Source: an optimization exercise on an open RTL-to-GDS flow (aim: small area, a short achievable clock period and few clock cycles per item). Production flows keep margins and buffers that such runs may drop.
Only simulation tests tie the RTL to the original design; equivalence was not proved.
Power figures rest on the tool's default switching activity, not on a simulated workload.

build 33:
==> flow/design.v (excerpt) <==
module mae_bq #(
    parameter N_CH = 8
) (
    input  wire        clk,
    input  wire        rst,
    input  wire        cmd_valid,
    output wire        cmd_ready,
    input  wire [31:0] cmd_data,
    output wire        rsp_valid,
    input  wire        rsp_ready,
    output wire [31:0] rsp_data
);
    localparam [2:0] ST_OK      = 3'd0;
    localparam [2:0] ST_ILLEGAL = 3'd1;
    localparam [2:0] ST_BADOP   = 3'd2;
    localparam [2:0] ST_NOTCFG  = 3'd3;
    localparam [2:0] ST_INDEX   = 3'd4;
    localparam [2:0] ST_NUMERIC = 3'd7;
    localparam NK = 13;      
    reg        rdy;           
    reg        in_args;       
    reg  [2:0] argc;          
    reg  [2:0] nargs;
    reg        f_proc, f_setc, f_keep, f_chok;
    reg  [2:0] f_ch;
    reg        bad;
    reg [31:0] opw [0:4];     
    reg        iss, iss_a, iss_setc, iss_zero;
    reg  [2:0] iss_st, iss_ch;
    reg        cfg;
    reg [31:0] a0, a1, a2, b1, b2;
    reg [31:0] z1 [0:N_CH-1];
    reg [31:0] z2 [0:N_CH-1];
    reg [N_CH-1:0] zv;        
    reg  [NK-1:1]   act_r;
    reg  [3*NK-1:3] ach_r;
    reg  [2*NK-1:2] aidx_r;
    reg  [NK-1:1]   aflt_r;
    wire [NK-1:0]   act  = {act_r, iss_a};
    wire [3*NK-1:0] ach  = {ach_r, iss_ch};
    wire [2*NK-1:0] aidx = {aidx_r, tail};
    wire [NK-1:0]   aflt = {aflt_r, 1'b0};
    reg  [2:0]  rob_st  [0:3];
    reg  [31:0] rob_dat [0:3];
    reg  [3:0]  rob_done, rob_hd;
    reg  [1:0]  head, tail;
    reg  [2:0]  cnt;
    reg         ov, oph;
    reg  [31:0] odat;
    reg  [31:0] mr, ar, yreg, p2reg, zreg;
    reg         mr_ovf, ar_ovf;
    wire [31:0] x = opw[0];
    wire [31:0] mul_a = (act[6] | act[7]) ? yreg : x;
    wire [31:0] mul_b = act[3] ? a1 : act[4] ? a2 : act[6] ? b1 : act[7] ? b2 : a0;
    wire [31:0] mul_y, add_y;
    wire        mul_ovf, add_ovf;
    wire [31:0] add_a = act[9] ? ar : act[10] ? p2reg : mr;
    wire [31:0] add_b = (act[3] | act[6]) ? zreg : mr;
    wire        add_sub = act[9] | act[10];
    fp32_mul u_mul (.clk(clk), .a(mul_a), .b(mul_b), .y(mul_y), .ovf(mul_ovf));
    fp32_add u_add (.clk(clk), .a(add_a), .b(add_b), .sub(add_sub), .y(add_y), .ovf(add_ovf));
    wire add_done = act[5] | act[8] | act[11];
    always @(posedge clk) begin
        mr     <= mul_y;
        mr_ovf <= mul_ovf;
        if (add_done) begin
            ar     <= add_y;
  ...
Size in the first run: about 8,500 cells after synthesis, about 70 I/O pins, ~0.091 mm² of cells after synthesis.
make LEC_CHECK=0 CAP_MARGIN=20 CORE_MARGIN=2 CORE_UTILIZATION=40 PLACE_DENSITY=0.6 SLEW_MARGIN=20 finish   # period 22.0 ns
run.sh (not shown) runs the stock make flow with config.mk's settings and CLKGATE_MAP_FILE= SYNTH_SCRIPT=/design/flow/synth_recipe.tcl, a recipe that flattens the netlist after the stock synthesis.
Testbench counts of build 33, summed over its fixed seeds: cycles 18,406, items 3,200.
Inputs modified between build 33 and trial 58:
==> flow/flow/run.sh (new file) <==
#!/bin/bash
# The standard flow, with synthesis unchanged, but with timing repair after
# placement, clock tree and global routing aiming for a setup slack of
# MARGIN ns (a clock period of about 22 - MARGIN ns) instead of 0.
set -euo pipefail
MARGIN=15.5
bash standard.sh synth > synth.log 2>&1
bash standard.sh SETUP_SLACK_MARGIN=$MARGIN TNS_END_PERCENT=100 finish > layout.log 2>&1
==> flow/standard.sh (new file) <==
#!/bin/bash
# synth_recipe.tcl (not shown) runs the flow's synth.tcl, then flattens the netlist and writes it again
# the make line also repeats each setting of config.mk as NAME=value (left out here)
make -C /OpenROAD-flow-scripts/flow DESIGN_CONFIG=/design/flow/config.mk WORK_HOME=/design/flow/orfs CLKGATE_MAP_FILE= SYNTH_SCRIPT=/design/flow/synth_recipe.tcl "${@:-finish}"
-- flow/config.mk --
<<< build 33, line 7
export LEC_CHECK = 0
export CAP_MARGIN = 20
>>> trial 58, line 7
export LEC_CHECK = 0
export ABC_CLOCK_PERIOD_IN_PS = 5000
export CAP_MARGIN = 20
removed: flow/run.sh
==> comparison <==
Per the final summary, trial 58 finished and its layout is clean on timing, DRC and antenna. Sequential share of cell area is higher on build 33. Compare build 33 and trial 58 | static leakage higher: trial 58. Looking at slowest stage cell on the critical path, the sky130_fd_sc_hd__nand2_2 result is from build 33; the sky130_fd_sc_hd__clkdlybuf4s50_1 one comes from trial 58. Required time of the critical path: lower on trial 58. From build 33 to trial 58 the numbers moved as follows: fraction of power consumed by sequential logic rose by 0.3 points; power fell by about 0.55%.

========
== P ==
mae_bq, a different RTL version from the one above (not shown whole).
For scale: roughly 8,500 cells after synthesis, ~1,600 flip-flops.
Design mae_bq, start of the top module:
module mae_bq #(
    parameter N_CH = 8
) (
    input  wire        clk,
    input  wire        rst,
    input  wire        cmd_valid,
    output wire        cmd_ready,
    input  wire [31:0] cmd_data,
    output wire        rsp_valid,
    input  wire        rsp_ready,
    output wire [31:0] rsp_data
);
Settings: LEC_CHECK=0, ABC_CLOCK_PERIOD_IN_PS=5000, CAP_MARGIN=20, CORE_MARGIN=2, CORE_UTILIZATION=50, PLACE_DENSITY=0.65, SLEW_MARGIN=20; clock period 22.0 ns.
standard.sh (not shown) runs the stock make flow with config.mk's settings and CLKGATE_MAP_FILE= SYNTH_SCRIPT=/design/flow/synth_recipe.tcl, a recipe that flattens the netlist after the stock synthesis.
==> flow/flow/run.sh <==
#!/bin/bash
# The standard flow, with synthesis unchanged, but with timing repair after
# floorplan, clock tree and global routing aiming for a setup slack of
# MARGIN ns (a clock period of about 22 - MARGIN ns) instead of 0, and the
# port buffers made plain buffers (buf_4) instead of the default choice.
set -euo pipefail
MARGIN=16.0
bash standard.sh synth > synth.log 2>&1
bash standard.sh SETUP_SLACK_MARGIN=$MARGIN TNS_END_PERCENT=100 \
    "BUFFER_PORTS_ARGS=-buffer_cell sky130_fd_sc_hd__buf_4" finish > layout.log 2>&1
Testbench counts of P, summed over its fixed seeds: cycles 16,745, items 3,200.
Inputs modified between P and Q:
Settings: swapping 0.65 for 0.6 in PLACE_DENSITY; swapping 50 for 40 in CORE_UTILIZATION.
[summary]
- Between P and Q, the flow reports via count of the first global-routing pass increasing slightly.
- Side by side, internal power turned out higher in Q than in P.
- Q against P; first-pass GRT wire length is up by a few percent.
- Looking at area growth from synthesis to layout, Q sits 1.4 points above P.
- Clock network fraction of total power (Q over P): increase, 1.0 points
- Per the comparison of Q with P, design area climbed 1.3%, power after layout grew by 2.2%.

========
lagoon:
mae_bq, a different RTL version from the one above (not shown whole).
Size: roughly 8300 cells after synthesis, roughly 1600 flip-flops, ~70 I/O pins, ~92000 µm² of cells after synthesis.
clock: 22.0 ns
lec_check: 0
abc_clock_period_in_ps: 5000
cap_margin: 20
core_margin: 2
core_utilization: 40
place_density: 0.6
slew_margin: 20
==> flow/flow/run.sh <==
#!/bin/bash
# The standard flow, with synthesis unchanged, but with timing repair after
# floorplan, clock tree and global routing aiming for a setup slack of
# MARGIN ns (a clock period of about 22 - MARGIN ns) instead of 0, and the
# port buffers made plain buffers (buf_4) instead of the default choice.
set -euo pipefail
MARGIN=15.9
bash standard.sh synth > synth.log 2>&1
bash standard.sh SETUP_SLACK_MARGIN=$MARGIN TNS_END_PERCENT=100 \
    "BUFFER_PORTS_ARGS=-buffer_cell sky130_fd_sc_hd__buf_4" finish > layout.log 2>&1
Testbench counts of lagoon, summed over its fixed seeds: cycles 16,867, items 3,200.
Relative to lagoon, the following input files were edited for fjord:
# lagoon
export LEC_CHECK = 0
export ABC_CLOCK_PERIOD_IN_PS = 5000
export CAP_MARGIN = 20
export CORE_MARGIN = 2
export CORE_UTILIZATION = 40
export PLACE_DENSITY = 0.6
export SLEW_MARGIN = 20
create_clock -name core_clock -period 22.0 [get_ports {clk}]
# fjord
export LEC_CHECK = 0
export ABC_CLOCK_PERIOD_IN_PS = 5000
export CAP_MARGIN = 20
export CORE_MARGIN = 2
export CORE_UTILIZATION = 55
export PLACE_DENSITY = 0.7
export SLEW_MARGIN = 20
create_clock -name core_clock -period 22.0 [get_ports {clk}]
-- flow/flow/run.sh --
<<< lagoon, line 5
# port buffers made plain buffers (buf_4) instead of the default choice.
set -euo pipefail
MARGIN=15.9
bash standard.sh synth > synth.log 2>&1
bash standard.sh SETUP_SLACK_MARGIN=$MARGIN TNS_END_PERCENT=100 \
>>> fjord, line 5
# port buffers made plain buffers (buf_4) instead of the default choice.
set -euo pipefail
MARGIN=16.3
bash standard.sh synth > synth.log 2>&1
bash standard.sh SETUP_SLACK_MARGIN=$MARGIN TNS_END_PERCENT=100 \
--- outcome ---
Sequential share of cell area: lagoon and fjord compared, higher one is lagoon. lagoon → fjord: sum of internal, switching and leakage power increased 0.24 mW, fraction of power consumed by the clock network decreased 0.9 points. Diff lagoon..fjord | critical path depth | unchanged. Comparing lagoon and fjord, the higher combinational share of power was measured on fjord. Between lagoon and fjord, final worst-path setup slack increased. Cmp lagoon and fjord / final instance area / higher: fjord. NOTE count of clock buffers in the final design lagoon->fjord decreased by a little under 10%. Worst hold slack for fjord is lower than for lagoon.
Here is what was changed in the inputs of raven compared with fjord.
# fjord
export LEC_CHECK = 0
export ABC_CLOCK_PERIOD_IN_PS = 5000
export CAP_MARGIN = 20
export CORE_MARGIN = 2
export CORE_UTILIZATION = 55
export PLACE_DENSITY = 0.7
export SLEW_MARGIN = 20
create_clock -name core_clock -period 22.0 [get_ports {clk}]
# raven
export LEC_CHECK = 0
export ABC_CLOCK_PERIOD_IN_PS = 5000
export CAP_MARGIN = 20
export CORE_MARGIN = 2
export CORE_UTILIZATION = 40
export PLACE_DENSITY = 0.6
export SLEW_MARGIN = 20
create_clock -name core_clock -period 22.0 [get_ports {clk}]
==> flow/flow/run.sh <==
#!/bin/bash
# The standard flow, with synthesis unchanged, but with timing repair after
# placement, clock tree and global routing aiming for a setup slack of
# MARGIN ns (a clock period of about 22 - MARGIN ns) instead of 0.
set -euo pipefail
MARGIN=15.8
bash standard.sh synth > synth.log 2>&1
bash standard.sh SETUP_SLACK_MARGIN=$MARGIN TNS_END_PERCENT=100 finish > layout.log 2>&1
[summary]
- Sort raven and fjord by global-route usage asc -> top: raven
- Summary — initial antenna violation count, raven relative to fjord: higher, by 8.
- In the flow results for raven and fjord, the switching component of the power is smaller on raven.
- Delta(combinational group share of total power, raven - fjord) < 0
- Total power: raven below fjord
- When raven is set beside fjord, its number of antenna repair diodes turns out to be 6 larger.

==> static timing again, ports no longer ideal <==
The flow's constraints put no driver on any port. The routed layouts listed below were extracted and timed again, unchanged, in two steps. Step 1: set_driving_cell puts a clkbuf_16 on clk and a buf_2 on each other input, an assumption about the parent block. Step 2 times the ports against the registers' clock, not the clock port: input delays grow and output delays shrink by t, the midpoint of the rising clock arrivals with the driver on. Slacks: ideal ports / drivers / drivers and shift; pairs: ideal ports / drivers.
run | t (ns) | setup slack, ns | worst slew at a driven data input, ns
build 33 | 0.896 | 13.849 / 13.849 / 13.849 | 0.04
trial 58 | 0.892 | 15.539 / 15.442 / 14.841 | 0.05
P | 0.891 | 15.895 / 15.923 / 15.033 | 0.07
Q | 0.902 | 15.999 / 16.035 / 15.133 | 0.08
lagoon | 0.887 | 15.879 / 15.916 / 15.029 | 0.08
fjord | 0.882 | 16.005 / 16.034 / 15.152 | 0.07
raven | 0.916 | 15.869 / 15.778 / 15.024 | 0.05
After both steps setup and hold are still met in every run listed. For Q, which loses most, drivers alone change the setup slack by +0.036 ns; drivers and shift together by -0.866 ns.
